This design comes from an exercise in tuning for small area, a short achievable clock period and few clock cycles on the open sky130 flow, not from production work.
Where RTL was checked, it was by simulation tests only, not by an equivalence proof against the original.
Only the layout flow was run in runs 3 and 4; the RTL was not checked for function there.
Power is estimated from default activity; no workload was simulated.

--- flow/design.v ---
module interp_lane (
    input  wire [31:0] in,
    input  wire [4:0]  shift,
    input  wire [4:0]  mask_lsb,
    input  wire [4:0]  mask_msb,
    input  wire        is_signed,
    input  wire [5:0]  sidx,        
    output wire [31:0] result,      
    output wire        overf        
);
    wire [31:0] shifted = in >> shift;
    wire [31:0] upto    = ~(32'hFFFFFFFE << mask_msb);         
    wire [31:0] above   = ~upto;                                
    wire [31:0] window  = upto & (32'hFFFFFFFF << mask_lsb);
    wire        sign    = ~sidx[5] & in[sidx[4:0]];
    wire        sext    = is_signed & sign;
    assign overf  = |(shifted & above);
    assign result = (shifted & window) | (above & {32{sext}});
endmodule
module interp_ksadd #(parameter W = 32) (
    input  wire [W-1:0] a,
    input  wire [W-1:0] b,
    input  wire         cin,
    output wire [W-1:0] s
);
    localparam L = (W > 32) ? 6 : (W > 16) ? 5 : (W > 8) ? 4 : (W > 4) ? 3 : 2;
    wire [W-1:0] g [0:L];
    wire [W-1:0] p [0:L];
    assign g[0] = (a & b) | ({{(W-1){1'b0}}, cin} & (a ^ b));
    assign p[0] = a ^ b;
    genvar i, k;
    generate
        for (k = 0; k < L; k = k + 1) begin : lvl
            for (i = 0; i < W; i = i + 1) begin : bit_
                if (i >= (1 << k)) begin : comb
                    assign g[k+1][i] = g[k][i] | (p[k][i] & g[k][i-(1<<k)]);
                    assign p[k+1][i] = p[k][i] & p[k][i-(1<<k)];
                end else begin : pass
                    assign g[k+1][i] = g[k][i];
                    assign p[k+1][i] = p[k][i];
                end
            end
        end
    endgenerate
    assign s = p[0] ^ {g[L][W-2:0], cin};
endmodule
module interp_unit (
    input  wire        clk,
    input  wire        rst,
    input  wire        op_valid,    
    input  wire [4:0]  sel,
    input  wire [31:0] wdata,
    input  wire        sg0,         
    input  wire        sg1,         
    input  wire [31:0] nacc0,       
    input  wire [31:0] nacc1,       
    output reg  [31:0] accum0,
    output reg  [31:0] accum1,
    output reg  [31:0] base0,
    output reg  [31:0] base1,
    output reg  [31:0] base2,
    output reg  [22:0] ctrl0,
    output reg  [22:0] ctrl1,
    output wire [6:0]  zf,          
    output wire [6:0]  zf_next      
);
    wire is_pop = (sel == 5'h05) || (sel == 5'h06) || (sel == 5'h07);
    wire [6:0] we;
    assign we[0] = op_valid && (is_pop || (sel == 5'h10) || (sel == 5'h1D));
    assign we[1] = op_valid && (is_pop || (sel == 5'h11) || (sel == 5'h1E));
    assign we[2] = op_valid && ((sel == 5'h12) || (sel == 5'h1F));
    assign we[3] = op_valid && ((sel == 5'h13) || (sel == 5'h1F));
    assign we[4] = op_valid && (sel == 5'h14);
    assign we[5] = op_valid && (sel == 5'h1B);
    assign we[6] = op_valid && (sel == 5'h1C);
    reg [6:0] z;
    assign zf      = z;
    assign zf_next = rst ? 7'h7F : (z & ~we);
    always @(posedge clk) begin
        z <= zf_next;
        if (we[0]) accum0 <= nacc0;
        if (we[1]) accum1 <= nacc1;
        if (we[2]) base0  <= (sel == 5'h1F) ? {{16{sg0 & wdata[15]}}, wdata[15:0]} : wdata;
        if (we[3]) base1  <= (sel == 5'h1F) ? {{16{sg1 & wdata[31]}}, wdata[31:16]} : wdata;
        if (we[4]) base2  <= wdata;
        if (we[5]) ctrl0  <= wdata[22:0];
        if (we[6]) ctrl1  <= wdata[22:0];
    end
endmodule
module interp_pair (
    input  wire        clk,
    input  wire        rst,
    input  wire        req_valid,
    output wire        req_ready,
    input  wire        req_unit,
    input  wire [4:0]  req_sel,
    input  wire [31:0] req_wdata,
    output reg         resp_valid,
    output reg  [31:0] resp_rdata
);
    assign req_ready = 1'b1;
    reg        r_v;
    reg        r_u;
    reg [4:0]  r_sel;
    reg [31:0] r_wd;
    always @(posedge clk) begin
        if (rst) r_v <= 1'b0;
        else     r_v <= req_valid;
        r_u   <= req_unit;
        r_sel <= req_sel;
        r_wd  <= req_wdata;
    end
    wire [31:0] a00, a01, b00, b01, b02;    
    wire [31:0] a10, a11, b10, b11, b12;    
    wire [22:0] c00, c01, c10, c11;
    wire [31:0] nacc0, nacc1;
    wire [6:0]  z0, z1, z0n, z1n;       
    wire c00s = c00[15] & ~z0[5];
    wire c01s = c01[15] & ~z0[6];
    wire c01b = c01[21] & ~z0[6];
    wire c10s = c10[15] & ~z1[5];
    wire c11s = c11[15] & ~z1[6];
    wire sg0_u0 = c01b ? c01s : c00s;
    wire sg0_u1 = c10s;
    interp_unit u_interp0 (
        .clk(clk), .rst(rst), .op_valid(r_v && !r_u),
        .sel(r_sel), .wdata(r_wd), .sg0(sg0_u0), .sg1(c01s),
        .nacc0(nacc0), .nacc1(nacc1),
        .accum0(a00), .accum1(a01), .base0(b00), .base1(b01), .base2(b02),
        .ctrl0(c00), .ctrl1(c01), .zf(z0), .zf_next(z0n)
    );
    interp_unit u_interp1 (
        .clk(clk), .rst(rst), .op_valid(r_v && r_u),
        .sel(r_sel), .wdata(r_wd), .sg0(sg0_u1), .sg1(c11s),
        .nacc0(nacc0), .nacc1(nacc1),
        .accum0(a10), .accum1(a11), .base0(b10), .base1(b11), .base2(b12),
        .ctrl0(c10), .ctrl1(c11), .zf(z1), .zf_next(z1n)
    );
    wire fw_c0 = r_v && (r_u == req_unit) && (r_sel == 5'h1B);
    wire fw_c1 = r_v && (r_u == req_unit) && (r_sel == 5'h1C);
    wire [22:0] c0_n = fw_c0 ? r_wd[22:0] :
                       req_unit ? (c10 & {23{~z1[5]}}) : (c00 & {23{~z0[5]}});
    wire [22:0] c1_n = fw_c1 ? r_wd[22:0] :
                       req_unit ? (c11 & {23{~z1[6]}}) : (c01 & {23{~z0[6]}});
    wire        u    = req_unit;
    wire [4:0]  s    = req_sel;
    wire wr_n   = (s == 5'h10) || (s == 5'h11);            
    wire add_n  = (s == 5'h1D) || (s == 5'h1E);            
    wire racc_n = (s == 5'h00) || (s == 5'h01);            
    wire rb0_n  = (s == 5'h02);
    wire rb1_n  = (s == 5'h03);
    wire rb2_n  = (s == 5'h04);
    wire rr0_n  = (s == 5'h0D);
    wire rr1_n  = (s == 5'h0E);
    wire rc1_n  = (s == 5'h0C);
    wire eng_n  = (s >= 5'h05) && (s <= 5'h0B);            
    wire wacc_n = wr_n || add_n;
    wire pl0_n  = !eng_n;
    wire pl1_n  = !eng_n;
    wire xs0_n  = add_n ? s[1] : racc_n ? s[0] : c0_n[16];
    wire z0_n   = wr_n || rb0_n || rb2_n;                  
    wire z1_n   = rb1_n || rb2_n || rc1_n;                 
    wire clp_n  = u && c0_n[22];
    reg [22:0] c0, c1;            
    reg [5:0]  sidx0, sidx1;      
    reg [3:0]  isel0, isel1;      
    reg        do_blend, do_clamp, raw0, raw1, opw, opz0, opz1, opc1, cr0, cr1;
    reg [1:0]  f0, f1;
    reg [3:0]  rsel;              
    reg [1:0]  bs0, bs1, bs2;     
    always @(posedge clk) begin
        c0       <= c0_n;
        c1       <= c1_n;
        sidx0    <= {1'b0, c0_n[14:10]} + {1'b0, c0_n[4:0]};
        sidx1    <= {1'b0, c1_n[14:10]} + {1'b0, c1_n[4:0]};
        isel0    <= z0_n ? 4'd0 :
                    {u & xs0_n & ~z1n[1], u & ~xs0_n & ~z1n[0],
                     ~u & xs0_n & ~z0n[1], ~u & ~xs0_n & ~z0n[0]};
        isel1    <= z1_n ? 4'd0 :
                    {u & ~c1_n[16] & ~z1n[1], u & c1_n[16] & ~z1n[0],
                     ~u & ~c1_n[16] & ~z0n[1], ~u & c1_n[16] & ~z0n[0]};
        bs0      <= {u & ~z1n[2], ~u & ~z0n[2]};
        bs1      <= {u & ~z1n[3], ~u & ~z0n[3]};
        bs2      <= {u & ~z1n[4], ~u & ~z0n[4]};
        do_blend <= ~u & c1_n[21] & ~pl1_n;
        do_clamp <= clp_n & ~pl0_n;
        raw0     <= wacc_n | racc_n | rb0_n | (c0_n[18] & ~clp_n & ~rr0_n);
        raw1     <= (c1_n[18] & ~rr1_n) | rb1_n | rc1_n;
        opw      <= wacc_n;
        opz0     <= racc_n | rr0_n;
        opz1     <= rr1_n;
        opc1     <= rc1_n;
        cr0      <= ~pl0_n & c0_n[17];
        cr1      <= wacc_n | (~pl1_n & c1_n[17]);
        f0       <= pl0_n ? 2'b00 : c0_n[20:19];
        f1       <= pl1_n ? 2'b00 : c1_n[20:19];
        rsel     <= {s == 5'h0B,
                     rb2_n || s == 5'h07 || s == 5'h0A,
                     rb1_n || rc1_n || rr1_n || s == 5'h06 || s == 5'h09,
                     racc_n || rb0_n || rr0_n || s == 5'h05 || s == 5'h08};
    end
    wire [31:0] b0 = ({32{bs0[1]}} & b10) | ({32{bs0[0]}} & b00);
    wire [31:0] b1 = ({32{bs1[1]}} & b11) | ({32{bs1[0]}} & b01);
    wire [31:0] b2 = ({32{bs2[1]}} & b12) | ({32{bs2[0]}} & b02);
    wire [31:0] input0 = ({32{isel0[0]}} & a00) | ({32{isel0[1]}} & a01) |
                         ({32{isel0[2]}} & a10) | ({32{isel0[3]}} & a11);
    wire [31:0] input1 = ({32{isel1[0]}} & a00) | ({32{isel1[1]}} & a01) |
                         ({32{isel1[2]}} & a10) | ({32{isel1[3]}} & a11);
    wire [31:0] sres0, sres1;
    wire        overf0, overf1;
    interp_lane u_lane0 (
        .in(input0), .shift(c0[4:0]), .mask_lsb(c0[9:5]),
        .mask_msb(c0[14:10]), .is_signed(c0[15]), .sidx(sidx0),
        .result(sres0), .overf(overf0)
    );
    interp_lane u_lane1 (
        .in(input1), .shift(c1[4:0]), .mask_lsb(c1[9:5]),
        .mask_msb(c1[14:10]), .is_signed(c1[15]), .sidx(sidx1),
        .result(sres1), .overf(overf1)
    );
    wire overf = overf0 | overf1;
    wire [31:0] opa0 = opw ? r_wd : opz0 ? 32'd0 : (do_clamp ? ~b0 : b0);
    wire [31:0] x0   = raw0 ? input0 : sres0;
    wire [32:0] sum0 = {1'b0, opa0} + {1'b0, x0} + {32'd0, do_clamp};
    wire [31:0] add0 = sum0[31:0];
    wire [31:0] opa1 = opz1 ? 32'd0 : opc1 ? {9'd0, c1} : b1;
    wire [31:0] x1   = raw1 ? input1 : sres1;
    wire [31:0] add1 = opa1 + x1;
    wire [31:0] full = b2 + sres0 + (do_blend ? 32'd0 : sres1);
    wire        csg   = c0[15];
    wire        below = (csg && (sres0[31] != b0[31])) ? sres0[31] : !sum0[32];
    wire [31:0] xcmp  = {sres0[31] ^ csg, sres0[30:0]};
    wire [31:0] b1cmp = {b1[31] ^ csg, b1[30:0]};
    wire        over  = xcmp > b1cmp;
    wire [31:0] clamp0 = below ? b0 : (over ? b1 : sres0);
    wire [7:0]  alpha = sres1[7:0];
    wire        bsgn  = c1[15];
    wire        we0   = r_v && !r_u;
    wire        wb01  = we0 && (r_sel == 5'h1F);
    wire [31:0] nb0   = (we0 && r_sel == 5'h12) ? r_wd :
                        wb01 ? {{16{sg0_u0 & r_wd[15]}}, r_wd[15:0]} :
                        (b00 & {32{~z0[2]}});
    wire [31:0] nb1   = (we0 && r_sel == 5'h13) ? r_wd :
                        wb01 ? {{16{c01s & r_wd[31]}}, r_wd[31:16]} :
                        (b01 & {32{~z0[3]}});
    wire        nsg   = (we0 && r_sel == 5'h1C) ? r_wd[15] : (c01[15] & ~z0[6]);
    wire [32:0] diff_n = {nsg & nb1[31], nb1} - {nsg & nb0[31], nb0};
    reg  [32:0] diff;
    reg  [34:0] diff3;            
    always @(posedge clk) begin
        diff  <= diff_n;
        diff3 <= {{2{diff_n[32]}}, diff_n} + {diff_n[32], diff_n, 1'b0};
    end
    wire [34:0] d1 = {{2{diff[32]}}, diff};
    wire [34:0] d2 = {diff[32], diff, 1'b0};
    wire [34:0] m0 = alpha[1] ? (alpha[0] ? diff3 : d2) : (alpha[0] ? d1 : 35'd0);
    wire [34:0] m1 = alpha[3] ? (alpha[2] ? diff3 : d2) : (alpha[2] ? d1 : 35'd0);
    wire [34:0] m2 = alpha[5] ? (alpha[4] ? diff3 : d2) : (alpha[4] ? d1 : 35'd0);
    wire [34:0] m3 = alpha[7] ? (alpha[6] ? diff3 : d2) : (alpha[6] ? d1 : 35'd0);
    wire [39:0] pp0 = {4'd0, ~m0[34], m0[33:0]} + 40'hAC_0000_0000;
    wire [39:0] pp1 = {2'd0, ~m1[34], m1[33:0], 2'd0};
    wire [39:0] pp2 = {~m2[34], m2[33:0], 4'd0};
    wire [39:0] pp3 = {m3[33:0], 6'd0};
    wire [39:0] ppb = {b0, {8{bsgn & diff[32]}}};
    wire [39:0] s1 = pp0 ^ pp1 ^ pp2, k1 = {(pp0 & pp1) | (pp0 & pp2) | (pp1 & pp2), 1'b0};
    wire [39:0] s2 = pp3 ^ ppb ^ s1,  k2 = {(pp3 & ppb) | (pp3 & s1) | (ppb & s1), 1'b0};
    wire [39:0] s7 = s2 ^ k2 ^ k1,    k7 = {(s2 & k2) | (s2 & k1) | (k2 & k1), 1'b0};
    wire [39:0] bsum;
    interp_ksadd #(.W(40)) u_bsum (.a(s7), .b(k7), .cin(1'b0), .s(bsum));
    wire [31:0] blend1 = bsum[39:8];
    wire [31:0] force0 = {2'b00, f0, 28'd0};
    wire [31:0] force1 = {2'b00, f1, 28'd0};
    wire [31:0] lane0 = do_blend ? {24'd0, alpha}
                                 : ((do_clamp ? clamp0 : add0) | force0);
    wire [31:0] lane1 = (do_blend ? blend1 : add1) | force1;
    assign nacc0 = cr0 ? lane1 : lane0;
    assign nacc1 = cr1 ? lane0 : lane1;
    wire [31:0] rdata = ({32{rsel[0]}} & lane0) | ({32{rsel[1]}} & lane1) |
                        ({32{rsel[2]}} & full)  |
                        ({32{rsel[3]}} & {6'd0, overf, overf1, overf0, c0});
    always @(posedge clk) begin
        if (rst) resp_valid <= 1'b0;
        else     resp_valid <= r_v && !r_sel[4];
        resp_rdata <= rdata;
    end
endmodule
--- flow/flow/run.sh ---
#!/bin/bash
set -euo pipefail
MARGIN=${MARGIN:-8}
bash standard.sh SETUP_SLACK_MARGIN=$MARGIN REMOVE_ABC_BUFFERS=1 finish > standard_make.log 2>&1
--- flow/standard.sh ---
#!/bin/bash
# synth_recipe.tcl (not shown) runs the flow's synth.tcl, then flattens the netlist and writes it again
# the make line also repeats each setting of config.mk as NAME=value (left out here)
make -C /OpenROAD-flow-scripts/flow DESIGN_CONFIG=/design/flow/config.mk WORK_HOME=/design/flow/orfs CLKGATE_MAP_FILE= SYNTH_SCRIPT=/design/flow/synth_recipe.tcl "${@:-finish}"
--- flow/config.mk ---
export PLATFORM = sky130hd
export DESIGN_NAME = interp_pair
export DESIGN_NICKNAME = interp_pair
export VERILOG_FILES = /design/flow/design.v
export SDC_FILE = /design/flow/constraint.sdc
export NUM_CORES = 4
export LEC_CHECK = 0
export CAP_MARGIN = 20
export CELL_PAD_IN_SITES_DETAIL_PLACEMENT = 1
export CELL_PAD_IN_SITES_GLOBAL_PLACEMENT = 2
export CORE_MARGIN = 2
export CORE_UTILIZATION = 30
export CTS_BUF_LIST = sky130_fd_sc_hd__clkbuf_8
export PLACE_DENSITY = 0.45
export SLEW_MARGIN = 20
export TNS_END_PERCENT = 30
--- flow/constraint.sdc ---
create_clock -name core_clock -period 16.0 [get_ports {clk}]
set_input_delay 3.2000 -clock core_clock [delete_from_list [all_inputs] [get_ports {clk}]]
set_output_delay 3.2000 -clock core_clock [all_outputs]
set_load 0.01 [all_outputs]
==> impl_metrics.ini, run 1 <==
[placed_design]
port_buffers = 73
placed_cell_area_um2 = 54700
hpwl_um = 230000
gp_congestion = 0.939

[global_routing]
grt_pass1_wl_um = 405000
grt_antenna_before_repair = 26
grt-ovfl-total = 0
grt_pass1_vias = 47800
grt_usage_pct = 33.6
grt_max_degree = 60

[worst_hold_path]
hold_depth = 1
hold_class = reg2reg

[setup_path]
start_kind = register
critPathRequiredTime_ns = 16.62
cp_slowest_cell = mux4_2
crit_arrival_ns = 8.75
critPathCaptureType = register
r2r_cells = 33
max_stage_delay_ns = 0.54
crit_type = reg2reg
crit_path_max_fanout = 15

[run_status]
status = timing/DRC/antenna clean

[floorplanning]
core_um2 = 169000
io_pins = 75
start_util_pct = 30.1
dieArea_um2 = 173000
rows = 151
dieWidth_um = 416
dieHeight_um = 416

[route]
ant_nets = 0
vias = 47900
wl_met3_um = 17700
drt-met1-wl_um = 135000
drtIter0Drc = 4880
vias_per_cell = 5.94
drt_first_pass_iters = 8
route.detailed.drc = 0
highest_layer = met5
dr_wl_met2_um = 131000
wire_per_inst_um = 37.1
routed_wl_um = 299000

[sta]
max_freq_mhz = 123
post-route-period-util_pct = 50.8
hold_viol = 0
fin_skew_ns = 0.0705
slew_violations = 0
rsz0062_at_grt = yes
tightest_slew_ns = 1.31
final.setup.tns_ns = 0
setup_viol = 0
min_period_ns = 8.13
slew_headroom_pct = 12.5

[synth]
async_reset_ff_share_pct = 0
synth_enable_flop_cells = 412
synthDistinctLibCells = 89
yosys_register_bits = 654
syn_area_per_cell_um2 = 9.08
synth_top_area_share_pct = 24.3
yosysTopAreaCell = edfxtp_1
synth.area.top_cells = edfxtp_1 (24%), dfxtp_1 (9.5%), ha_1 (6.0%), fa_1 (5.5%), a21oi_1 (5.1%)
synth_flop_cell = edfxtp_1
postSynthCellCount = 5598
netlist_area_um2 = 50900
yosysWarnings = 3
ys_seq_area_share_pct = 33.9

[clock_tree]
clock-sinks = 654
cts_max_level = 3
cts_tree = yes
cts.path.max_buffers = 3
clk_pin_slew_ns = 0.06
cts_root_buf = clkbuf_8
cts_buffers = 120
insertion_delay_ns = 0.95

[layout]
regMostFlops = diff3
layout-drive-gt1-share_pct = 16.5
filler_cell_count = 19300
syn_to_final_growth_pct = 18.6
fin_area_um2 = 60300
largest_reg_flops = 34
nets = 6160

[job]
cap_violations = 0

[power_and_ir_drop]
p_leak_uw = 0.0242
powerDensity_nw_per_um2 = 72.6
vdd_drop_max_mv = 0.0687
==> layout make-up <==
class                      count  area, um2  area share, %
antenna                        5       12.5         0.0207
clock buffer                 136       1870           3.10
clock inverter                89        698           1.16
inverter                     228        871           1.44
multi-input combinational   4333      33000           54.6
sequential                   654      17300           28.6
tap                         2218       2780           4.60
timing repair buffer         399       3880           6.44
==> placed cells by master (no fill, tap or decap), drive strengths merged, types with 38 or more instances in the layout <==
cell type,instances
clkdlybuf4s50,72
nand2,552
ha,243
mux4,94
o211ai,47
nor2,555
a21oi,523
and2,80
a22o,85
a21o,107
mux2i,256
nor3b,43
o21ai,310
a211oi,39
nand3,87
fa,140
dfxtp,242
nor3,66
clkinv,38
a22oi,247
xor2,68
inv,268
buf,314
edfxtp,412
clkbuf,143
nor2b,48
nand2b,61
xnor2,144
==> what timing repair did <==
action                                  4_1_cts  5_1_grt
setup buffers                                62       30
pin swaps                                    42       31
endpoints found under the setup margin      169      169
resized for setup                           285      141
gates cloned                                 13        5
hold buffers                                  0        0
==> critical path, delay by kind of cell (launching register included) <==
kind            cells  cell delay (ns)
fa+ha+maj           4             1.76
mux                 6             1.85
buf+inv             8             1.30
simple gates        8             1.28
flops               1             0.40
compound gates      7             1.23
==> logic make-up after synthesis <==
| logic type | share of synthesized area [%] |
|---|---|
| simple gates | 14.8 |
| other cells | 0.00737 |
| compound gates | 21.7 |
| xor+xnor | 3.65 |
| flops | 33.9 |
| buf+inv | 4.63 |
| mux | 9.91 |
| fa+ha+maj | 11.5 |
==> per-stage QoR <==
stage	hold WS, ns	std cells	total power [uW]	util (%)	setup WS (ns)
floorplan	0.424	5213	2310	-	3.80
global placement	0.433	7718	2630	32.4	5.73
detailed placement	0.444	7721	2630	32.4	5.64
CTS	0.459	8021	4400	35.2	7.88
global route	0.471	8058	4520	35.7	7.69
finish	0.456	8062	4380	35.7	7.87
==> layer usage <==
| metal | global-route usage [%] | vias to the layer above |
|---|---|---|
| met2 | 51.9 | 1760 |
| met5 | 0 | - |
| met1 | 47.0 | 24800 |
| met4 | 14.9 | 6 |
| met3 | 3.87 | 395 |
| li1 | - | 20900 |
==> cell usage after synthesis (16+ instances only) <==
cell      count
nor2_1      555
o211ai_1     47
dfxtp_1     242
or3_1        22
nand2b_1     61
buf_2        16
nor4_1       20
ha_1        243
o21ai_0     305
nand4_1      30
xor2_1       68
mux4_2       94
xnor2_1     144
nand3_1      87
fa_1        140
mux2i_1     256
and2_1       78
a21oi_1     523
a21o_1      107
or2_2        33
a22oi_1     247
o31ai_1      17
edfxtp_1    412
buf_1        57
o21bai_1     23
nor3_1       66
a211oi_1     39
o22ai_1      29
and3_1       34
nor2b_1      48
mux2_2       32
nor3b_1      43
a22o_1       85
nand2_1     552
o21a_1       37
inv_1       220
clkbuf_1    305
a31oi_1      26
o221ai_1     20
==> worst paths after layout <==
kind / start / to / slack, ns
setup / recovery: isel1[2]$_SDFF_PP0_ / u_interp0.accum0[30]$_DFFE_PP_ / 7.87
hold / removal: u_interp1.z[3]$_DFF_P_ / u_interp1.z[3]$_DFF_P_ / 0.46
setup reg to reg: isel1[2]$_SDFF_PP0_ / u_interp0.accum0[30]$_DFFE_PP_ / 7.87
hold reg to reg: u_interp1.z[3]$_DFF_P_ / u_interp1.z[3]$_DFF_P_ / 0.46
==> where the power goes <==
part	internal [uW]	switching [uW]
registers	1860	154
clock network	920	824
logic	222	400
total	3010	1380
Testbench counts, summed over its fixed seeds: cycles 24,023.
==> run 2: changes to the inputs <==
==> flow/config.mk (replaced) <==
export PLATFORM = sky130hd
export DESIGN_NAME = interp_pair
export DESIGN_NICKNAME = interp_pair
export VERILOG_FILES = /design/flow/design.v
export SDC_FILE = /design/flow/constraint.sdc
export NUM_CORES = 4
export LEC_CHECK = 0
export CAP_MARGIN = 20
export CELL_PAD_IN_SITES_DETAIL_PLACEMENT = 0
export CELL_PAD_IN_SITES_GLOBAL_PLACEMENT = 1
export CORE_MARGIN = 2
export CORE_UTILIZATION = 38
export CTS_BUF_LIST = sky130_fd_sc_hd__clkbuf_8
export PLACE_DENSITY = 0.52
export SLEW_MARGIN = 20
export TNS_END_PERCENT = 30
==> impl_metrics.ini, run 2 <==
[clock_tree]
cts_root_buf = clkbuf_8
clock-sinks = 654
cts_max_level = 3
clk_pin_slew_ns = 0.06
cts_buffers = 120
insertion_delay_ns = 0.93
hold_buffers = 0
cts.path.max_buffers = 3
cts_tree = yes

[synth]
synth.area.top_cells = edfxtp_1 (24%), dfxtp_1 (9.5%), ha_1 (6.0%), fa_1 (5.5%), a21oi_1 (5.1%)
postSynthCellCount = 5598
synth_top_area_share_pct = 24.3
synth_flop_cell = edfxtp_1
yosys_register_bits = 654
netlist_area_um2 = 50900
yosysTopAreaCell = edfxtp_1
yosysWarnings = 3
synth_most_common_cell = nor2_1
ys_top_cells_by_count = nor2_1 (555), nand2_1 (552), a21oi_1 (523)
ys_seq_area_share_pct = 33.9
synth_enable_flop_cells = 412
syn_area_per_cell_um2 = 9.08
synthDistinctLibCells = 89
async_reset_ff_share_pct = 0

[floorplanning]
start_util_pct = 38.2
rows = 134
dieHeight_um = 370
io_pins = 75
core_um2 = 133000
dieWidth_um = 370
dieArea_um2 = 137000

[global_routing]
grt-ovfl-total = 0
grt_pass1_wl_um = 369000
grt_antenna_before_repair = 20
grt_usage_pct = 38.5
grt_pass1_vias = 45100
grt_max_degree = 61

[sta]
tightest_slew_ns = 1.38
rsz0062_at_grt = yes
final.setup.tns_ns = 0
timing.final.ws_setup_ns = 7.67
setup_viol = 0
slew_violations = 0
min_period_ns = 8.33
slew_headroom_pct = 7.96
max_freq_mhz = 120
post-route-period-util_pct = 52.1
hold_viol = 0
fin_skew_ns = 0.0644

[worst_hold_path]
hold_class = reg2reg

[setup_path]
start_kind = register
crit_arrival_ns = 8.95
crit_type = reg2reg
critPathCaptureType = register
critPathRequiredTime_ns = 16.62
crit_path_max_fanout = 33

[layout]
nets = 6129
fin_cells = 7589
layout-drive-gt1-share_pct = 16.1
syn_to_final_growth_pct = 17.5
layout_commonest_cell = nor2_1
largest_reg_flops = 34
regMostFlops = diff3
layout_common_cells = nor2_1 (542), nand2_1 (530), a21oi_1 (487), edfxtp_1 (412), o21ai_0 (277)

[route]
vias_per_cell = 6.37
drt_first_pass_iters = 7
vias = 48300
drtIter0Drc = 6441
route.detailed.drc = 0
ant_nets = 0
wire_per_inst_um = 35.5
routed_wl_um = 270000

[power_and_ir_drop]
p_leak_uw = 0.0241
comb_power_share_pct = 13.1
p_sw_share_pct = 30.4
powerDensity_nw_per_um2 = 75.0
power.switching_uw = 1360
clkPwrFrac_pct = 41.9
p_int_uw = 3120
p_seq_share_pct = 45.0
vdd_drop_max_mv = 0.0700

[placed_design]
pre_cts_slack_ns = 6.02
gp_congestion = 1.03
port_buffers = 73
hpwl_um = 204000
post-place-cells = 7246

[job]
cap_violations = 0

[run_status]
status = timing/DRC/antenna clean
## run 2: cell types whose count changed in the layout (fill, tap and decap cells not counted), moves of 4 or more
cell,change
bufinv_16,+5
clkinv_1,-9
a21oi_2,-6
buf_4,-37
inv_1,-10
clkbuf_8,+5
clkinv_2,+7
buf_12,+4
a21oi_1,+5
## run 2: final timing paths
check | startpoint | slack [ns] | end | depth (start not counted)
worst max-delay path | isel0[0]$_SDFF_PP0_ | 7.67 | resp_rdata[20]$_DFF_P_ | 23
worst min-delay path | u_interp1.z[2]$_DFF_P_ | 0.45 | u_interp1.z[2]$_DFF_P_ | 1
worst max register to register | isel0[0]$_SDFF_PP0_ | 7.67 | resp_rdata[20]$_DFF_P_ | 23
worst min register to register | u_interp1.z[2]$_DFF_P_ | 0.45 | u_interp1.z[2]$_DFF_P_ | 1
## run 2: final cells by class
| cell class | count | area [um2] |
|---|---|---|
| diodes | 8 | 20.0 |
| clock buffers | 142 | 1950 |
| clock inverters | 88 | 831 |
| fillers | 13100 | 73400 |
| inverters | 228 | 886 |
| multi-input cells | 4335 | 32900 |
| flip-flops and latches | 654 | 17200 |
| well taps | 1768 | 2210 |
| repair buffers | 366 | 3690 |
## run 2: what timing repair did
| item | 4_1_cts | 5_1_grt |
|---|---|---|
| pin swaps | 42 | 51 |
| cloned | 17 | 3 |
| buffers inserted | 55 | 30 |
| endpoints found under the setup margin | 178 | 170 |
| endpoints found under the hold margin | 0 | 0 |
| resized for setup | 273 | 134 |
## run 2: routing by layer
metal  up-vias  track usage [%]  share of wire, %
li1      20800                -                 -
met1     24100             55.0                43
met2      2828             55.9                42
met3       527             6.91               9.7
met4         8             18.7               5.9
met5         -                0             0.023
## run 2: cells by family (layout without fill, tap and decap cells)
| group | Yosys count | count (layout) | share of synthesized area [%] |
|---|---|---|---|
| AOI/OAI and AO/OA | 1697 | 1697 | 21.7 |
| xor gates and xnor gates | 212 | 212 | 3.65 |
| adders and majority gates | 384 | 384 | 11.5 |
| buffers and inverters | 613 | 824 | 4.63 |
| DFF | 654 | 654 | 33.9 |
| muxes | 382 | 382 | 9.91 |
| other | 1 | 9 | 0.00737 |
| and+or+nand+nor | 1655 | 1659 | 14.8 |
## run 2: through the flow
stage               hold slack (ns)  cell area [um2]  power (uW)  util [%]
global route                  0.458            59700        4620      44.9
CTS                           0.451            58800        4470      44.2
floorplan                     0.424            49400        2310         -
finish                        0.453            59700        4480      44.9
detailed placement            0.437            54000        2590      40.5
global placement              0.431            53900        2590      40.5
## run 2: worst max-delay path, stage by stage (launching register included)
cell and delay (ns):
dfxtp_1 0.32, buf_6 0.20, a22oi_1 0.32, nand2_2 0.25
mux4_2 0.53, mux4_2 0.57, and4b_1 0.23, a21o_1 0.15
buf_4 0.27, a21oi_1 0.55, inv_1 0.36, fa_1 0.51
ha_1 0.20, or3_1 0.41, o2111ai_1 0.45, a21oi_1 0.23
o31a_1 0.40, a211oi_1 0.30, o21bai_1 0.14, a21o_1 0.21
nand2_1 0.07, o221ai_1 0.15, a221oi_1 0.60, o221ai_1 0.52
## run 2: power groups by stage
stage	Sequential, uW	Combinational, uW	Clock, uW
floorplan	1970	339	0
global placement	2040	549	0
detailed placement	2040	552	0
CTS	2000	566	1900
global route	2020	629	1970
finish	2010	588	1880
==> run 3: changes to the inputs <==
--- a/flow/design.v
+++ b/flow/design.v
@@ -168,6 +168,7 @@
     reg [1:0]  f0, f1;
     reg [3:0]  rsel;              
     reg [1:0]  bs0, bs1, bs2;     
+    reg [3:0]  dw;                
     always @(posedge clk) begin
         c0       <= c0_n;
         c1       <= c1_n;
@@ -179,6 +180,7 @@
         isel1    <= z1_n ? 4'd0 :
                     {u & ~c1_n[16] & ~z1n[1], u & c1_n[16] & ~z1n[0],
                      ~u & ~c1_n[16] & ~z0n[1], ~u & c1_n[16] & ~z0n[0]};
+        dw       <= {~u && s == 5'h1C, ~u && s == 5'h1F, ~u && s == 5'h13, ~u && s == 5'h12};
         bs0      <= {u & ~z1n[2], ~u & ~z0n[2]};
         bs1      <= {u & ~z1n[3], ~u & ~z0n[3]};
         bs2      <= {u & ~z1n[4], ~u & ~z0n[4]};
@@ -235,21 +237,31 @@
     wire [31:0] clamp0 = below ? b0 : (over ? b1 : sres0);
     wire [7:0]  alpha = sres1[7:0];
     wire        bsgn  = c1[15];
-    wire        we0   = r_v && !r_u;
-    wire        wb01  = we0 && (r_sel == 5'h1F);
-    wire [31:0] nb0   = (we0 && r_sel == 5'h12) ? r_wd :
+    wire        wb0   = r_v && dw[0];
+    wire        wb1   = r_v && dw[1];
+    wire        wb01  = r_v && dw[2];
+    wire        wc1   = r_v && dw[3];
+    wire [31:0] nb0   = wb0 ? r_wd :
                         wb01 ? {{16{sg0_u0 & r_wd[15]}}, r_wd[15:0]} :
                         (b00 & {32{~z0[2]}});
-    wire [31:0] nb1   = (we0 && r_sel == 5'h13) ? r_wd :
+    wire [31:0] nb1   = wb1 ? r_wd :
                         wb01 ? {{16{c01s & r_wd[31]}}, r_wd[31:16]} :
                         (b01 & {32{~z0[3]}});
-    wire        nsg   = (we0 && r_sel == 5'h1C) ? r_wd[15] : (c01[15] & ~z0[6]);
-    wire [32:0] diff_n = {nsg & nb1[31], nb1} - {nsg & nb0[31], nb0};
+    wire        nsg   = wc1 ? r_wd[15] : (c01[15] & ~z0[6]);
+    wire [32:0] nb0x  = {nsg & nb0[31], nb0};
+    wire [32:0] nb1x  = {nsg & nb1[31], nb1};
+    wire [32:0] diff_n = nb1x - nb0x;
+    wire [34:0] q1 = {{2{nb1x[32]}}, nb1x};
+    wire [34:0] q2 = {nb1x[32], nb1x, 1'b0};
+    wire [34:0] q3 = ~{{2{nb0x[32]}}, nb0x};
+    wire [34:0] q4 = ~{nb0x[32], nb0x, 1'b0};
+    wire [34:0] t1 = q1 ^ q2 ^ q3, u1 = {(q1 & q2) | (q1 & q3) | (q2 & q3), 1'b1};
+    wire [34:0] t2 = t1 ^ u1 ^ q4, u2 = {(t1 & u1) | (t1 & q4) | (u1 & q4), 1'b1};
     reg  [32:0] diff;
     reg  [34:0] diff3;            
     always @(posedge clk) begin
         diff  <= diff_n;
-        diff3 <= {{2{diff_n[32]}}, diff_n} + {diff_n[32], diff_n, 1'b0};
+        diff3 <= t2 + u2;
     end
     wire [34:0] d1 = {{2{diff[32]}}, diff};
     wire [34:0] d2 = {diff[32], diff, 1'b0};
==> impl_metrics.ini, run 3 <==
[run_status]
status = timing/DRC/antenna clean

[setup_path]
crit_arrival_ns = 8.76
crit_path_max_fanout = 8
critPathRequiredTime_ns = 16.64
r2r_cells = 43
crit_top_cell = buf_12
r2r-start = isel1[0]$_SDFF_PP0_
crit_type = reg2reg
start_kind = register
regToRegSetupSlack_ns = 7.88
reg2reg_to = u_interp0.accum0[31]$_DFFE_PP_
critPathCaptureType = register
max_stage_delay_ns = 0.52
cp_slowest_cell = fa_1
startpoint = isel1[0]$_SDFF_PP0_

[route]
dr_wl_met2_um = 111000
vias_per_cell = 6.14
ant_nets = 0
routed_wl_um = 258000
vias = 46800
drtIter0Drc = 5231
drt-met1-wl_um = 110000
highest_layer = met5
wire_per_inst_um = 33.8
route.detailed.drc = 0
wl_met3_um = 21200
drt_first_pass_iters = 8

[layout]
syn_to_final_growth_pct = 16.3
layout-drive-gt1-share_pct = 14.2
layout_commonest_cell = nand2_1
multi_input_area_um2 = 32300
regMostFlops = diff3
layout_common_cells = nand2_1 (562), nor2_1 (526), a21oi_1 (416), edfxtp_1 (412), inv_1 (345)
final-seq-area_um2 = 17300
filler_cell_count = 13200
largest_reg_flops = 35
fin_area_um2 = 59500
nets = 6229

[worst_hold_path]
min_to = u_interp1.z[2]$_DFF_P_
hold_class = reg2reg
hold_start = u_interp1.z[2]$_DFF_P_
hold_depth = 1

[sta]
timing.hold.ws_ns = 0.459
hold_viol = 0
slew_headroom_pct = 14.3
fin_skew_ns = 0.114
tightest_slew_ns = 1.27
post-route-period-util_pct = 50.8
final.setup.tns_ns = 0
rsz0062_at_grt = yes
slew_violations = 0
setup_viol = 0
min_period_ns = 8.12
max_freq_mhz = 123

[floorplanning]
dieArea_um2 = 138000
io_pins = 75
rows = 134
dieWidth_um = 371
core_um2 = 134000
dieHeight_um = 371
start_util_pct = 38.3

[clock_tree]
cts_tree = yes
cts.path.max_buffers = 3
clock-sinks = 659
clk_pin_slew_ns = 0.06
cts_max_level = 3
cts_buffers = 120
insertion_delay_ns = 0.92
hold_buffers = 0
cts_root_buf = clkbuf_8

[power_and_ir_drop]
vdd_drop_max_mv = 0.0766
totalPowerFinal_uw = 4360
p_leak_uw = 0.0251
powerDensity_nw_per_um2 = 73.3

[global_routing]
grt_max_degree = 77
grt_antenna_before_repair = 20
grt_pass1_vias = 44600
grt_pass1_wl_um = 353000
grt_usage_pct = 36.5
grt-ovfl-total = 0

[synth]
ys_top_cells_by_count = nand2_1 (577), nor2_1 (538), a21oi_1 (438)
async_reset_ff_share_pct = 0
synth_top_area_share_pct = 24.2
synth_most_common_cell = nand2_1
syn_area_per_cell_um2 = 9.11
yosysWarnings = 3
synth.area.top_cells = edfxtp_1 (24%), dfxtp_1 (9.7%), fa_1 (7.9%), ha_1 (6.0%), mux2i_1 (5.5%)
yosys_register_bits = 659
postSynthCellCount = 5621
synth_enable_flop_cells = 412
netlist_area_um2 = 51200
ys_seq_area_share_pct = 33.8
synthDistinctLibCells = 93
synth_flop_cell = edfxtp_1
yosysTopAreaCell = edfxtp_1

[placed_design]
gp_congestion = 0.974
placed_cell_area_um2 = 54400
port_buffers = 73
hpwl_um = 191000

[job]
cap_violations = 0
run 3: layout make-up:
| type | count | area share, % |
|---|---|---|
| multi-input cells | 4263 | 54.2 |
| clock buffers | 133 | 3.07 |
| inverters | 324 | 2.07 |
| well taps | 1768 | 3.72 |
| repair buffers | 372 | 6.39 |
| repair inverters | 1 | 0.0126 |
| diodes | 7 | 0.0294 |
| clock inverters | 96 | 1.35 |
| flip-flops and latches | 659 | 29.1 |
run 3: metal layers:
metal / vias to the layer above / global-route usage (%)
met5: - / 0
met4: 10 / 18.7
met3: 487 / 6.30
met2: 2277 / 54.7
met1: 23400 / 50.5
li1: 20600 / -
run 3: where the power goes:
group          switching (uW)  internal [uW]
combinational             357            217
clock                     833            944
sequential                130           1880
run 3: kinds of logic after synthesis:
family | Yosys count | share of synthesized area [%]
AOI/OAI and AO/OA | 1635 | 21.0
xor gates and xnor gates | 215 | 3.68
adders and majority gates | 448 | 13.9
buffers and inverters | 699 | 5.24
DFF | 659 | 33.8
muxes | 394 | 8.83
other | 1 | 0.00732
and+or+nand+nor | 1570 | 13.5
run 3: worst max path at each step:
stage                                          end  slack, ns  depth (start not counted)
floorplan           u_interp0.accum0[29]$_DFFE_PP_       3.39                         31
global placement    u_interp0.accum1[29]$_DFFE_PP_       5.74                         34
detailed placement  u_interp1.accum1[29]$_DFFE_PP_       5.72                         34
CTS                          resp_rdata[9]$_DFF_P_       7.93                         27
global route         u_interp0.accum0[9]$_DFFE_PP_       7.62                         37
finish              u_interp0.accum0[31]$_DFFE_PP_       7.88                         43
run 3: timing repair:
| action | CTS | global route |
|---|---|---|
| gates resized for setup | 216 | 100 |
| hold endpoints to repair | 0 | 0 |
| pin swaps | 40 | 20 |
| gates cloned | 14 | 5 |
| endpoints found under the setup margin | 160 | 161 |
| buffers inserted | 58 | 19 |
run 3: critical path: cells and delay by family (launching register included):
family          cells  cell delay (ns)
mux                 2             0.59
fa+ha+maj           4             1.67
flops               1             0.47
buf+inv            14             1.85
simple gates        7             0.86
compound gates     16             2.33
run 3: per-stage QoR:
step                instances  setup slack, ns  utilization, %
floorplan                5246             3.39               -
global placement         7291             5.74            40.7
detailed placement       7291             5.72            40.7
CTS                      7592             7.93            44.0
global route             7619             7.62            44.6
finish                   7623             7.88            44.6
==> run 4: changes to the inputs <==
==> flow/config.mk (replaced) <==
export PLATFORM = sky130hd
export DESIGN_NAME = interp_pair
export DESIGN_NICKNAME = interp_pair
export VERILOG_FILES = /design/flow/design.v
export SDC_FILE = /design/flow/constraint.sdc
export NUM_CORES = 4
export LEC_CHECK = 0
export CAP_MARGIN = 20
export CELL_PAD_IN_SITES_DETAIL_PLACEMENT = 1
export CELL_PAD_IN_SITES_GLOBAL_PLACEMENT = 2
export CORE_MARGIN = 2
export CORE_UTILIZATION = 30
export CTS_BUF_LIST = sky130_fd_sc_hd__clkbuf_8
export PLACE_DENSITY = 0.45
export SLEW_MARGIN = 20
export TNS_END_PERCENT = 30
==> impl_metrics.ini, run 4 <==
[power_and_ir_drop]
power.switching_uw = 1440
p_int_uw = 3090
p_seq_share_pct = 45.1
p_sw_share_pct = 31.8
comb_power_share_pct = 13.6
clkPwrFrac_pct = 41.4
p_leak_uw = 0.0254
powerDensity_nw_per_um2 = 74.9
vdd_drop_max_mv = 0.0907

[synth]
syn_area_per_cell_um2 = 9.11
ys_seq_area_share_pct = 33.8
yosysWarnings = 3
netlist_area_um2 = 51200
synth.area.top_cells = edfxtp_1 (24%), dfxtp_1 (9.7%), fa_1 (7.9%), ha_1 (6.0%), mux2i_1 (5.5%)
yosys_register_bits = 659
synth_top_area_share_pct = 24.2
postSynthCellCount = 5621
async_reset_ff_share_pct = 0
synth_most_common_cell = nand2_1
synth_flop_cell = edfxtp_1
ys_top_cells_by_count = nand2_1 (577), nor2_1 (538), a21oi_1 (438)
synth_enable_flop_cells = 412
synthDistinctLibCells = 93
yosysTopAreaCell = edfxtp_1

[route]
vias_per_cell = 5.84
drtIter0Drc = 4648
highest_layer = met5
drt-met1-wl_um = 134000
route.detailed.drc = 0
drt_first_pass_iters = 7
routed_wl_um = 298000
wl_met3_um = 17400
dr_wl_met2_um = 133000
ant_nets = 0
wire_per_inst_um = 36.6
vias = 47500

[sta]
max_freq_mhz = 119
final.setup.tns_ns = 0
fin_skew_ns = 0.0549
setup_viol = 0
min_period_ns = 8.39
post-route-period-util_pct = 52.4
slew_violations = 0
hold_viol = 0
slew_headroom_pct = 14.1
tightest_slew_ns = 1.29
rsz0062_at_grt = yes

[global_routing]
grt_pass1_vias = 47600
grt_usage_pct = 33.7
grt_pass1_wl_um = 407000
grt_antenna_before_repair = 21
grt_max_degree = 81
grt-ovfl-total = 0

[layout]
layout_commonest_cell = nand2_1
largest_reg_flops = 35
nets = 6277
fin_area_um2 = 60500
final-seq-area_um2 = 17300
filler_cell_count = 19300
layout-drive-gt1-share_pct = 14.9
syn_to_final_growth_pct = 18.2
multi_input_area_um2 = 32500
regMostFlops = diff3
layout_common_cells = nand2_1 (561), nor2_1 (525), a21oi_1 (412), edfxtp_1 (412), inv_1 (361)

[clock_tree]
cts.path.max_buffers = 3
clk_pin_slew_ns = 0.06
cts_buffers = 137
cts_root_buf = clkbuf_8
insertion_delay_ns = 0.96
cts_tree = yes
cts_max_level = 4
clock-sinks = 659

[placed_design]
placed_cell_area_um2 = 55000
port_buffers = 73
hpwl_um = 227000
gp_congestion = 0.971

[setup_path]
crit_path_max_fanout = 19
start_kind = register
crit_type = reg2reg
regToRegSetupSlack_ns = 7.61
crit_arrival_ns = 9.05
cp_slowest_cell = fa_1
r2r-start = isel1[2]$_SDFF_PP0_
critPathRequiredTime_ns = 16.66
reg2reg_to = u_interp0.accum0[29]$_DFFE_PP_
critPathCaptureType = register
max_stage_delay_ns = 0.51
crit_top_cell = fa_1
r2r_cells = 30

[worst_hold_path]
hold_depth = 1
min_to = u_interp1.z[3]$_DFF_P_
hold_start = u_interp1.z[3]$_DFF_P_
hold_class = reg2reg

[floorplanning]
rows = 151
dieArea_um2 = 174000
dieHeight_um = 417
core_um2 = 169000
start_util_pct = 30.2
io_pins = 75
dieWidth_um = 417

[job]
cap_violations = 0

[run_status]
status = timing/DRC/antenna clean
==> run 4: metal layers <==
layer,global-route usage [%],vias up
li1,-,20700
met1,46.7,24700
met2,52.8,1692
met3,4.78,407
met4,13.5,8
met5,0,-
==> run 4: cells by family after synthesis <==
family / count (synthesis) / synth area share, %
AO/OA/AOI/OAI: 1635 / 21.0
other: 1 / 0.00732
AND/OR/NAND/NOR: 1570 / 13.5
buffers and inverters: 699 / 5.24
multiplexers: 394 / 8.83
adder cells (fa/ha/maj): 448 / 13.9
flip-flops: 659 / 33.8
XOR/XNOR: 215 / 3.68
==> run 4: power groups by stage <==
stage | clock, uW | sequential (uW) | combinational, uW
after global routing | 1990 | 2050 | 656
after CTS | 1920 | 2040 | 605
after global placement | 0 | 2070 | 586
after floorplan | 0 | 1990 | 321
final | 1870 | 2040 | 615
after detailed placement | 0 | 2070 | 589
==> run 4: per-stage QoR <==
step / instances / setup slack, ns / util, % / hold WS [ns] / total power, uW
finish: 8134 / 7.61 / 35.7 / 0.452 / 4530
floorplan: 5246 / 3.39 / - / 0.424 / 2310
global placement: 7752 / 5.47 / 32.5 / 0.435 / 2660
CTS: 8115 / 7.72 / 35.5 / 0.457 / 4560
global route: 8126 / 7.36 / 35.7 / 0.471 / 4690
detailed placement: 7755 / 5.35 / 32.5 / 0.444 / 2660
==> run 4: worst max path at each step <==
stage / startpoint / end / slack (ns) / depth (start not counted)
floorplan: c1[0]$_DFF_P_ / u_interp0.accum0[29]$_DFFE_PP_ / 3.39 / 31
global placement: c1[0]$_DFF_P_ / u_interp0.accum0[27]$_DFFE_PP_ / 5.47 / 34
detailed placement: c1[0]$_DFF_P_ / u_interp0.accum0[29]$_DFFE_PP_ / 5.35 / 33
CTS: isel1[2]$_SDFF_PP0_ / u_interp1.accum0[20]$_DFFE_PP_ / 7.72 / 38
global route: isel1[2]$_SDFF_PP0_ / u_interp1.accum0[20]$_DFFE_PP_ / 7.36 / 38
finish: isel1[2]$_SDFF_PP0_ / u_interp0.accum0[29]$_DFFE_PP_ / 7.61 / 30
==> run 4: worst max-delay path: cells and delay by family, from the launching register on <==
kind,cells,cell delay [ns]
flops,1,0.38
fa+ha+maj,4,1.83
mux,5,1.36
simple gates,3,0.26
xor+xnor,1,0.19
buf+inv,6,1.25
compound gates,11,2.83
==> run 4: repair_timing <==
item	in CTS	in global routing
gates cloned	16	0
pin swaps	62	11
resized for setup	285	49
hold buffers	0	0
buffers inserted	91	6
setup endpoints to repair	160	162
==> run 4: cell type report <==
class | instances | area share [%]
Multi-Input combinational cell | 4263 | 53.6
Sequential cell | 659 | 28.6
Timing Repair Buffer | 401 | 6.41
Tap cell | 2218 | 4.58
Clock buffer | 153 | 3.48
Inverter | 324 | 2.04
Clock inverter | 100 | 1.13
Antenna cell | 13 | 0.0537
Timing Repair inverter | 3 | 0.0331
==> run 5: changes to the inputs <==
--- a/flow/design.v
+++ b/flow/design.v
@@ -251,18 +251,13 @@
     wire [32:0] nb0x  = {nsg & nb0[31], nb0};
     wire [32:0] nb1x  = {nsg & nb1[31], nb1};
     wire [32:0] diff_n = nb1x - nb0x;
-    wire [34:0] q1 = {{2{nb1x[32]}}, nb1x};
-    wire [34:0] q2 = {nb1x[32], nb1x, 1'b0};
-    wire [34:0] q3 = ~{{2{nb0x[32]}}, nb0x};
-    wire [34:0] q4 = ~{nb0x[32], nb0x, 1'b0};
-    wire [34:0] t1 = q1 ^ q2 ^ q3, u1 = {(q1 & q2) | (q1 & q3) | (q2 & q3), 1'b1};
-    wire [34:0] t2 = t1 ^ u1 ^ q4, u2 = {(t1 & u1) | (t1 & q4) | (u1 & q4), 1'b1};
     reg  [32:0] diff;
-    reg  [34:0] diff3;            
-    always @(posedge clk) begin
-        diff  <= diff_n;
-        diff3 <= t2 + u2;
-    end
+    always @(posedge clk)
+        diff <= diff_n;
+    wire [34:0] diff3;
+    interp_ksadd #(.W(35)) u_diff3 (
+        .a({{2{diff[32]}}, diff}), .b({diff[32], diff, 1'b0}), .cin(1'b0), .s(diff3)
+    );
     wire [34:0] d1 = {{2{diff[32]}}, diff};
     wire [34:0] d2 = {diff[32], diff, 1'b0};
     wire [34:0] m0 = alpha[1] ? (alpha[0] ? diff3 : d2) : (alpha[0] ? d1 : 35'd0);
==> impl_metrics.ini, run 5 <==
[sta]
rsz0062_at_grt = yes
fin_skew_ns = 0.0748
hold_viol = 0
final.setup.tns_ns = 0
slew_headroom_pct = 14.8
post-route-period-util_pct = 51.2
tightest_slew_ns = 1.28
setup_viol = 0
max_freq_mhz = 122
timing.final.ws_setup_ns = 7.81
min_period_ns = 8.19
timing.hold.ws_ns = 0.450
slew_violations = 0

[synth]
async_reset_ff_share_pct = 0
yosysTopAreaCell = edfxtp_1
yosysWarnings = 4
synth_most_common_cell = nor2_1
netlist_area_um2 = 49500
synth.area.top_cells = edfxtp_1 (25%), dfxtp_1 (8.6%), ha_1 (6.1%), fa_1 (5.7%), a21oi_1 (4.8%)
synth_top_area_share_pct = 25.0
syn_area_per_cell_um2 = 9.14
ys_top_cells_by_count = nor2_1 (507), nand2_1 (492), a21oi_1 (477)
ys_seq_area_share_pct = 33.6
postSynthCellCount = 5413
synth_flop_cell = edfxtp_1
synthDistinctLibCells = 98
synth_enable_flop_cells = 412
yosys_register_bits = 625

[global_routing]
grt_usage_pct = 34.2
grt_antenna_before_repair = 33
grt-ovfl-total = 0
grt_pass1_vias = 46300
grt_max_degree = 58
grt_pass1_wl_um = 399000

[layout]
fin_util_pct = 36.4
nets = 6061
regMostFlops = diff
fin_area_um2 = 59900
layout_common_cells = nor2_1 (490), nand2_1 (488), a21oi_1 (433), edfxtp_1 (412), buf_4 (328)
layout-drive-gt1-share_pct = 17.9
syn_to_final_growth_pct = 21.2
largest_reg_flops = 33
layout_commonest_cell = nor2_1

[power_and_ir_drop]
vdd_drop_max_mv = 0.0662
powerDensity_nw_per_um2 = 71.5
p_leak_uw = 0.0242

[setup_path]
startpoint = isel1[2]$_SDFF_PP0_
crit_top_cell = a21o_1
cp_slowest_cell = fa_1
critPathCaptureType = register
crit_arrival_ns = 8.83
critPathRequiredTime_ns = 16.64
max_stage_delay_ns = 0.54
crit_path_max_fanout = 7
start_kind = register
r2r-start = isel1[2]$_SDFF_PP0_
crit_type = reg2reg
worst-path-buf-inv = 6
critPathTopFamily = compound AO/OA/AOI/OAI gates
regToRegSetupSlack_ns = 7.81

[route]
wire_per_inst_um = 37.3
drtIter0Drc = 4970
vias_per_cell = 5.92
drt_first_pass_iters = 6
routed_wl_um = 297000
ant_nets = 0
route.detailed.drc = 0
vias = 47000

[clock_tree]
clk_pin_slew_ns = 0.06
cts_root_buf = clkbuf_8
hold_buffers = 0
cts_max_level = 3
cts_buffers = 119
insertion_delay_ns = 0.95
cts_tree = yes
cts.path.max_buffers = 3
clock-sinks = 625

[placed_design]
pre_cts_slack_ns = 5.20
placed_cell_area_um2 = 53400
hpwl_um = 226000
port_buffers = 73
gp_congestion = 0.991

[floorplanning]
core_um2 = 164000
io_pins = 75
dieArea_um2 = 168000
dieHeight_um = 410
start_util_pct = 30.1
rows = 149
dieWidth_um = 410

[job]
cap_violations = 0

[worst_hold_path]
hold_start = u_interp1.z[3]$_DFF_P_
hold_class = reg2reg

[run_status]
status = timing/DRC/antenna clean
[run 5: changes by cell type after synthesis, sizes merged, moves of 27 or more]
| cell | previous run | this run |
|---|---|---|
| nand2 | 577 | 492 |
| fa | 201 | 140 |
| inv | 319 | 273 |
| mux2i | 282 | 237 |
| a22o | 94 | 137 |
| a21oi | 438 | 478 |
| nor3b | 7 | 43 |
| dfxtp | 247 | 213 |
| mux4 | 39 | 72 |
| nor2 | 538 | 507 |
| o21a | 62 | 32 |
| mux2 | 73 | 46 |
[run 5: worst paths after layout]
kind,to,depth (start not counted)
worst max-delay path,u_interp0.accum1[31]$_DFFE_PP_,34
worst min register to register,u_interp1.z[3]$_DFF_P_,1
worst max register to register,u_interp0.accum1[31]$_DFFE_PP_,34
worst min-delay path,u_interp1.z[3]$_DFF_P_,1
[run 5: area by class of cell]
type	instances	area (um2)
Tap cell	2189	2740
Clock buffer	140	1930
Multi-Input combinational cell	4142	32200
Clock inverter	85	658
Antenna cell	18	45.0
Timing Repair Buffer	475	4670
Sequential cell	625	16700
Fill cell	18600	104000
Inverter	274	1050
[run 5: cells by family (layout without fill, tap and decap cells)]
group                    count (synthesis)  in the layout  share of synthesized area [%]
AO/OA/AOI/OAI                         1727           1727                           23.3
multiplexers                           355            355                           9.13
adder cells (fa/ha/maj)                383            383                           11.8
flip-flops                             625            625                           33.6
buffers and inverters                  646            974                           5.07
other                                    1             19                        0.00758
XOR/XNOR                               198            198                           3.51
AND/OR/NAND/NOR                       1478           1478                           13.5
[run 5: what timing repair did]
action                     4_1_cts  5_1_grt
pin swaps                       49       71
setup endpoints to repair      160      159
gates cloned                     8        9
gates resized for setup        286      163
buffers inserted                84       73
[run 5: power by group]
part	internal, uW	switching (uW)	total, uW
Sequential	1760	107	1860
Clock	923	807	1730
Combinational	243	447	690
Total	2920	1360	4280
[run 5: layer usage]
metal  share of wire (%)  up-vias  global-route usage, %  routed length, um
li1                    -    20500                      -                  -
met1                  44    24300                   46.8             130000
met2                  44     1792                   53.4             132000
met3                 6.7      426                   5.25              20000
met4                 5.1        8                   14.9              15100
met5               0.016        -                      0                 46
[run 5: stage by stage]
stage / power [uW] / cells
after floorplan: 2210 / 5041
after global placement: 2530 / 7530
final: 4280 / 7948
after global routing: 4440 / 7931
after CTS: 4300 / 7847
after detailed placement: 2530 / 7530
Testbench counts of run 5, summed over its fixed seeds: cycles 24,023.
==> run 6: changes to the inputs <==
==> flow/config.mk (replaced) <==
export PLATFORM = sky130hd
export DESIGN_NAME = interp_pair
export DESIGN_NICKNAME = interp_pair
export VERILOG_FILES = /design/flow/design.v
export SDC_FILE = /design/flow/constraint.sdc
export NUM_CORES = 4
export LEC_CHECK = 0
export CAP_MARGIN = 20
export CELL_PAD_IN_SITES_DETAIL_PLACEMENT = 0
export CELL_PAD_IN_SITES_GLOBAL_PLACEMENT = 1
export CORE_MARGIN = 2
export CORE_UTILIZATION = 42
export CTS_BUF_LIST = sky130_fd_sc_hd__clkbuf_8
export PLACE_DENSITY = 0.56
export SLEW_MARGIN = 20
export TNS_END_PERCENT = 30
==> impl_metrics.ini, run 6 <==
[synth]
yosysWarnings = 4
synth_top_area_share_pct = 25.0
ys_top_cells_by_count = nor2_1 (507), nand2_1 (492), a21oi_1 (477)
synth_most_common_cell = nor2_1
postSynthCellCount = 5413
syn_area_per_cell_um2 = 9.14
synth.area.top_cells = edfxtp_1 (25%), dfxtp_1 (8.6%), ha_1 (6.1%), fa_1 (5.7%), a21oi_1 (4.8%)
synth_flop_cell = edfxtp_1
async_reset_ff_share_pct = 0
synth_enable_flop_cells = 412
yosys_register_bits = 625
netlist_area_um2 = 49500
yosysTopAreaCell = edfxtp_1
synthDistinctLibCells = 98
ys_seq_area_share_pct = 33.6

[power_and_ir_drop]
powerDensity_nw_per_um2 = 70.9
power.switching_uw = 1250
clkPwrFrac_pct = 38.9
p_leak_uw = 0.0236
p_seq_share_pct = 45.3
vdd_drop_max_mv = 0.0824
comb_power_share_pct = 15.8
p_int_uw = 2850
p_sw_share_pct = 30.5

[sta]
slew_headroom_pct = 12.8
slew_violations = 0
min_period_ns = 8.20
hold_viol = 0
timing.hold.ws_ns = 0.457
fin_skew_ns = 0.0984
rsz0062_at_grt = yes
final.setup.tns_ns = 0
post-route-period-util_pct = 51.2
max_freq_mhz = 122
setup_viol = 0
tightest_slew_ns = 1.29

[placed_design]
hpwl_um = 186000
post-place-cells = 6839
gp_congestion = 1.07
placed_cell_area_um2 = 52300
port_buffers = 73

[layout]
fin_area_um2 = 57900
nets = 5972
layout-drive-gt1-share_pct = 15.6
layout_commonest_cell = nor2_1
regMostFlops = diff
fin_cells = 7175
filler_cell_count = 11100
largest_reg_flops = 33
layout_common_cells = nor2_1 (493), nand2_1 (489), a21oi_1 (438), edfxtp_1 (412), inv_1 (295)
fin_util_pct = 49.7
syn_to_final_growth_pct = 17.0

[route]
vias = 47000
routed_wl_um = 249000
route.detailed.drc = 0
wire_per_inst_um = 34.7
drt_first_pass_iters = 10
vias_per_cell = 6.55
ant_nets = 0
drtIter0Drc = 6124

[global_routing]
grt_max_degree = 58
grt-ovfl-total = 0
grtUsageMet1_pct = 53.6
met2_usage_pct = 59.1
grt_pass1_vias = 43800
use_met3_pct = 10.5
grt_antenna_before_repair = 18
grt_usage_pct = 40.2
grt_pass1_wl_um = 343000
grt_most_used_layer = met2

[setup_path]
critPathCaptureType = register
cp_slowest_cell = fa_1
regToRegSetupSlack_ns = 7.80
crit_arrival_ns = 8.74
start_kind = register
max_stage_delay_ns = 0.56
critPathRequiredTime_ns = 16.55
r2r_cells = 35
r2r-start = isel1[3]$_SDFF_PP0_
startpoint = isel1[3]$_SDFF_PP0_
endpoint = u_interp1.accum0[30]$_DFFE_PP_
crit_type = reg2reg
reg2reg_to = u_interp1.accum0[30]$_DFFE_PP_
crit_path_max_fanout = 16

[floorplanning]
rows = 125
core_um2 = 117000
dieWidth_um = 347
dieHeight_um = 347
start_util_pct = 42.5
dieArea_um2 = 121000
io_pins = 75

[clock_tree]
cts_tree = yes
hold_buffers = 0
insertion_delay_ns = 0.88
clk_pin_slew_ns = 0.06
cts.path.max_buffers = 3
cts_root_buf = clkbuf_8
clock-sinks = 625
cts_buffers = 109
cts_max_level = 3

[run_status]
status = timing/DRC/antenna clean

[worst_hold_path]
hold_class = reg2reg

[job]
cap_violations = 0
-- run 6: cell counts after synthesis --
No cell type changed its count.
-- run 6: critical path, delay by kind of cell, from the launching register on --
| family | cells | cell delay, ns |
|---|---|---|
| AO/OA/AOI/OAI | 11 | 1.74 |
| flip-flops | 1 | 0.43 |
| multiplexers | 4 | 1.48 |
| buffers and inverters | 9 | 1.15 |
| adder cells (fa/ha/maj) | 4 | 1.82 |
| AND/OR/NAND/NOR | 7 | 1.28 |
-- run 6: through the flow --
stage,power [uW],setup WS [ns]
3_3_place_gp,2480,6.28
2_1_floorplan,2210,3.13
5_1_grt,4220,7.64
6_report,4100,7.80
3_5_place_dp,2480,6.16
4_1_cts,4080,7.93
-- run 6: power by group through the flow --
stage / registers [uW] / clock network, uW / logic (uW)
2_1_floorplan: 1850 / 0 / 359
3_3_place_gp: 1880 / 0 / 593
3_5_place_dp: 1880 / 0 / 592
4_1_cts: 1850 / 1620 / 614
5_1_grt: 1850 / 1680 / 684
6_report: 1860 / 1600 / 648
-- run 6: worst min-delay path by stage --
stage,from,cells after the start,to,slack (ns)
final,u_interp1.z[3]$_DFF_P_,1,u_interp1.z[3]$_DFF_P_,0.46
after global routing,u_interp1.z[3]$_DFF_P_,1,u_interp1.z[3]$_DFF_P_,0.48
after CTS,u_interp1.z[3]$_DFF_P_,1,u_interp1.z[3]$_DFF_P_,0.46
after detailed placement,u_interp1.z[4]$_DFF_P_,1,u_interp1.z[4]$_DFF_P_,0.45
after global placement,u_interp1.z[4]$_DFF_P_,1,u_interp1.z[4]$_DFF_P_,0.43
after floorplan,u_interp1.z[3]$_DFF_P_,1,u_interp1.z[3]$_DFF_P_,0.42
-- run 6: timing repair --
action                     CTS  global route
gates resized for setup    251           130
pin swaps                   42            63
cloned                      16             2
setup endpoints to repair  160           158
setup buffers               68            34
-- run 6: final cells by class --
type	count	area (um2)	share of cell area (%)
multi-input combinational	4142	31900	55.1
sequential	625	16700	28.9
timing repair buffer	395	3960	6.84
tap	1524	1910	3.30
clock buffer	134	1840	3.19
inverter	274	1050	1.81
clock inverter	73	529	0.915
antenna	7	17.5	0.0303
timing repair inverter	1	5.00	0.00865
-- run 6: cell families (layout without fill, tap and decap cells) --
kind of cell	after synthesis	after routing	synth area share, %
xor gates and xnor gates	198	198	3.51
buffers and inverters	646	877	5.07
adders and majority gates	383	383	11.8
muxes	355	355	9.13
other	1	8	0.00758
DFF	625	625	33.6
AOI/OAI and AO/OA	1727	1727	23.3
and+or+nand+nor	1478	1478	13.5
-- run 6: per-layer routing --
layer | up-vias | share of wire [%]
met3 | 610 | 11
met2 | 2800 | 42
li1 | 20300 | -
met5 | - | 0.033
met4 | 12 | 6.8
met1 | 23300 | 40
==> run 7: changes to the inputs <==
--- a/flow/config.mk
+++ b/flow/config.mk
@@ -9,8 +9,8 @@
 export CELL_PAD_IN_SITES_DETAIL_PLACEMENT = 0
 export CELL_PAD_IN_SITES_GLOBAL_PLACEMENT = 1
 export CORE_MARGIN = 2
-export CORE_UTILIZATION = 42
+export CORE_UTILIZATION = 38
 export CTS_BUF_LIST = sky130_fd_sc_hd__clkbuf_8
-export PLACE_DENSITY = 0.56
+export PLACE_DENSITY = 0.52
 export SLEW_MARGIN = 20
 export TNS_END_PERCENT = 30
==> impl_metrics.ini, run 7 <==
[clock_tree]
cts_max_level = 3
insertion_delay_ns = 0.90
cts_tree = yes
hold_buffers = 0
clock-sinks = 625
cts_buffers = 112
cts.path.max_buffers = 3
clk_pin_slew_ns = 0.07
cts_root_buf = clkbuf_8

[power_and_ir_drop]
comb_power_share_pct = 16.1
totalPowerFinal_uw = 4110
p_leak_uw = 0.0237
p_sw_share_pct = 31.4
p_int_uw = 2820
powerDensity_nw_per_um2 = 70.3
p_seq_share_pct = 45.0
clkPwrFrac_pct = 38.9
power.switching_uw = 1290
vdd_drop_max_mv = 0.0663

[route]
routed_wl_um = 263000
ant_nets = 0
vias_per_cell = 6.30
drtIter0Drc = 6518
vias = 46800
route.detailed.drc = 0
drt_first_pass_iters = 6
wire_per_inst_um = 35.4

[sta]
max_freq_mhz = 123
hold_viol = 0
timing.hold.ws_ns = 0.454
rsz0062_at_grt = yes
post-route-period-util_pct = 50.8
final.setup.tns_ns = 0
slew_violations = 0
tightest_slew_ns = 1.35
fin_skew_ns = 0.0787
setup_viol = 0
slew_headroom_pct = 9.09
min_period_ns = 8.13

[setup_path]
critPathCaptureType = register
reg2reg_to = resp_rdata[20]$_DFF_P_
start_kind = register
crit_arrival_ns = 8.90
crit_path_max_fanout = 17
r2r-start = isel0[0]$_SDFF_PP0_
crit_type = reg2reg
r2r_cells = 23
regToRegSetupSlack_ns = 7.87
critPathRequiredTime_ns = 16.77
startpoint = isel0[0]$_SDFF_PP0_

[floorplanning]
dieArea_um2 = 133000
start_util_pct = 38.2
rows = 132
dieHeight_um = 365
io_pins = 75
dieWidth_um = 365
core_um2 = 129000

[global_routing]
grt-ovfl-total = 0
grt_antenna_before_repair = 24
grt_pass1_wl_um = 358000
grt_max_degree = 58
grt_pass1_vias = 44100
grt_usage_pct = 38.8

[synth]
yosys_register_bits = 625
synth_enable_flop_cells = 412
synthDistinctLibCells = 98
syn_area_per_cell_um2 = 9.14
async_reset_ff_share_pct = 0
synth.area.top_cells = edfxtp_1 (25%), dfxtp_1 (8.6%), ha_1 (6.1%), fa_1 (5.7%), a21oi_1 (4.8%)
netlist_area_um2 = 49500
postSynthCellCount = 5413
synth_most_common_cell = nor2_1
yosysTopAreaCell = edfxtp_1
yosysWarnings = 4
synth_flop_cell = edfxtp_1
synth_top_area_share_pct = 25.0
ys_seq_area_share_pct = 33.6
ys_top_cells_by_count = nor2_1 (507), nand2_1 (492), a21oi_1 (477)

[layout]
final-seq-area_um2 = 16700
regMostFlops = diff
fin_util_pct = 45.2
layout_common_cells = nor2_1 (491), nand2_1 (488), a21oi_1 (439), edfxtp_1 (412), inv_1 (302)
layout-drive-gt1-share_pct = 16.3
filler_cell_count = 12800
layout_commonest_cell = nor2_1
multi_input_area_um2 = 31900
largest_reg_flops = 33
syn_to_final_growth_pct = 18.2
nets = 6003

[placed_design]
gp_congestion = 1.05
port_buffers = 73
hpwl_um = 197000

[worst_hold_path]
hold_depth = 1
min_to = u_interp1.z[4]$_DFF_P_
hold_class = reg2reg
hold_start = u_interp1.z[4]$_DFF_P_

[run_status]
status = timing/DRC/antenna clean

[job]
cap_violations = 0
## run 7: cell types whose count changed in the layout (fill, tap and decap cells not counted), moves of 5 or more
| cell | change |
|---|---|
| buf_4 | +27 |
| clkinv_2 | +8 |
| inv_1 | +7 |
| a221oi_2 | +5 |
| diode_2 | +5 |
## run 7: layer usage
| metal | vias to the layer above | share of wire (%) | GRT usage [%] |
|---|---|---|---|
| met5 | - | 0.059 | 0.436 |
| met3 | 564 | 9.9 | 9.00 |
| met1 | 23300 | 41 | 52.1 |
| met2 | 2610 | 42 | 57.2 |
| met4 | 14 | 6.8 | 21.6 |
| li1 | 20300 | - | - |
## run 7: worst max-delay path by stage
stage | endpoint | slack (ns)
CTS | u_interp1.accum1[3]$_DFFE_PP_ | 7.90
global route | u_interp0.accum1[31]$_DFFE_PP_ | 7.70
detailed placement | u_interp0.accum1[31]$_DFFE_PP_ | 5.69
global placement | u_interp0.accum0[13]$_DFFE_PP_ | 5.92
finish | resp_rdata[20]$_DFF_P_ | 7.87
floorplan | u_interp0.accum0[30]$_DFFE_PP_ | 3.13
## run 7: cell families after synthesis
logic type,synth area share (%)
compound gates,23.3
xor+xnor,3.51
buf+inv,5.07
other cells,0.00758
flops,33.6
simple gates,13.5
mux,9.13
fa+ha+maj,11.8
## run 7: final cells by class
class | count | area share [%]
multi-input combinational | 4142 | 54.6
sequential | 625 | 28.6
timing repair buffer | 424 | 7.26
tap | 1742 | 3.73
clock buffer | 128 | 3.01
inverter | 274 | 1.80
clock inverter | 86 | 1.01
antenna | 12 | 0.0514
## run 7: what timing repair did
| action | in CTS | in global routing |
|---|---|---|
| endpoints found under the setup margin | 160 | 158 |
| gates resized for setup | 281 | 108 |
| hold endpoints to repair | 0 | 0 |
| cloned | 17 | 3 |
| pin swaps | 58 | 32 |
| setup buffers | 97 | 21 |
## run 7: worst max-delay path: stages, from the launching register on
cell	delay [ns]
dfxtp_4	0.45
buf_16	0.21
a22oi_1	0.48
nand3b_1	0.15
a21oi_1	0.60
o22ai_1	0.14
a211oi_1	0.40
nor3_2	0.06
buf_4	0.20
a21oi_1	0.72
inv_1	0.20
ha_1	0.36
nand4_1	0.09
or2_2	0.34
nor4_1	0.45
nand2_1	0.24
nor3_1	0.48
a21o_2	0.44
buf_4	0.41
mux2i_1	0.23
a211oi_1	0.09
a211oi_1	0.81
nand2_1	0.11
nand3_1	0.27
## run 7: power groups by stage
stage	logic [uW]	clock network [uW]	registers, uW
6_report	661	1600	1850
5_1_grt	702	1690	1850
4_1_cts	637	1620	1840
3_5_place_dp	607	0	1880
3_3_place_gp	610	0	1880
2_1_floorplan	359	0	1850
## run 7: metrics by stage
stage,cell area [um2],setup slack (ns),std cells
2_1_floorplan,48000,3.13,5041
3_3_place_gp,52700,5.92,7068
6_report,58400,7.87,7433
4_1_cts,57700,7.90,7397
5_1_grt,58400,7.70,7425
3_5_place_dp,52700,5.69,7069
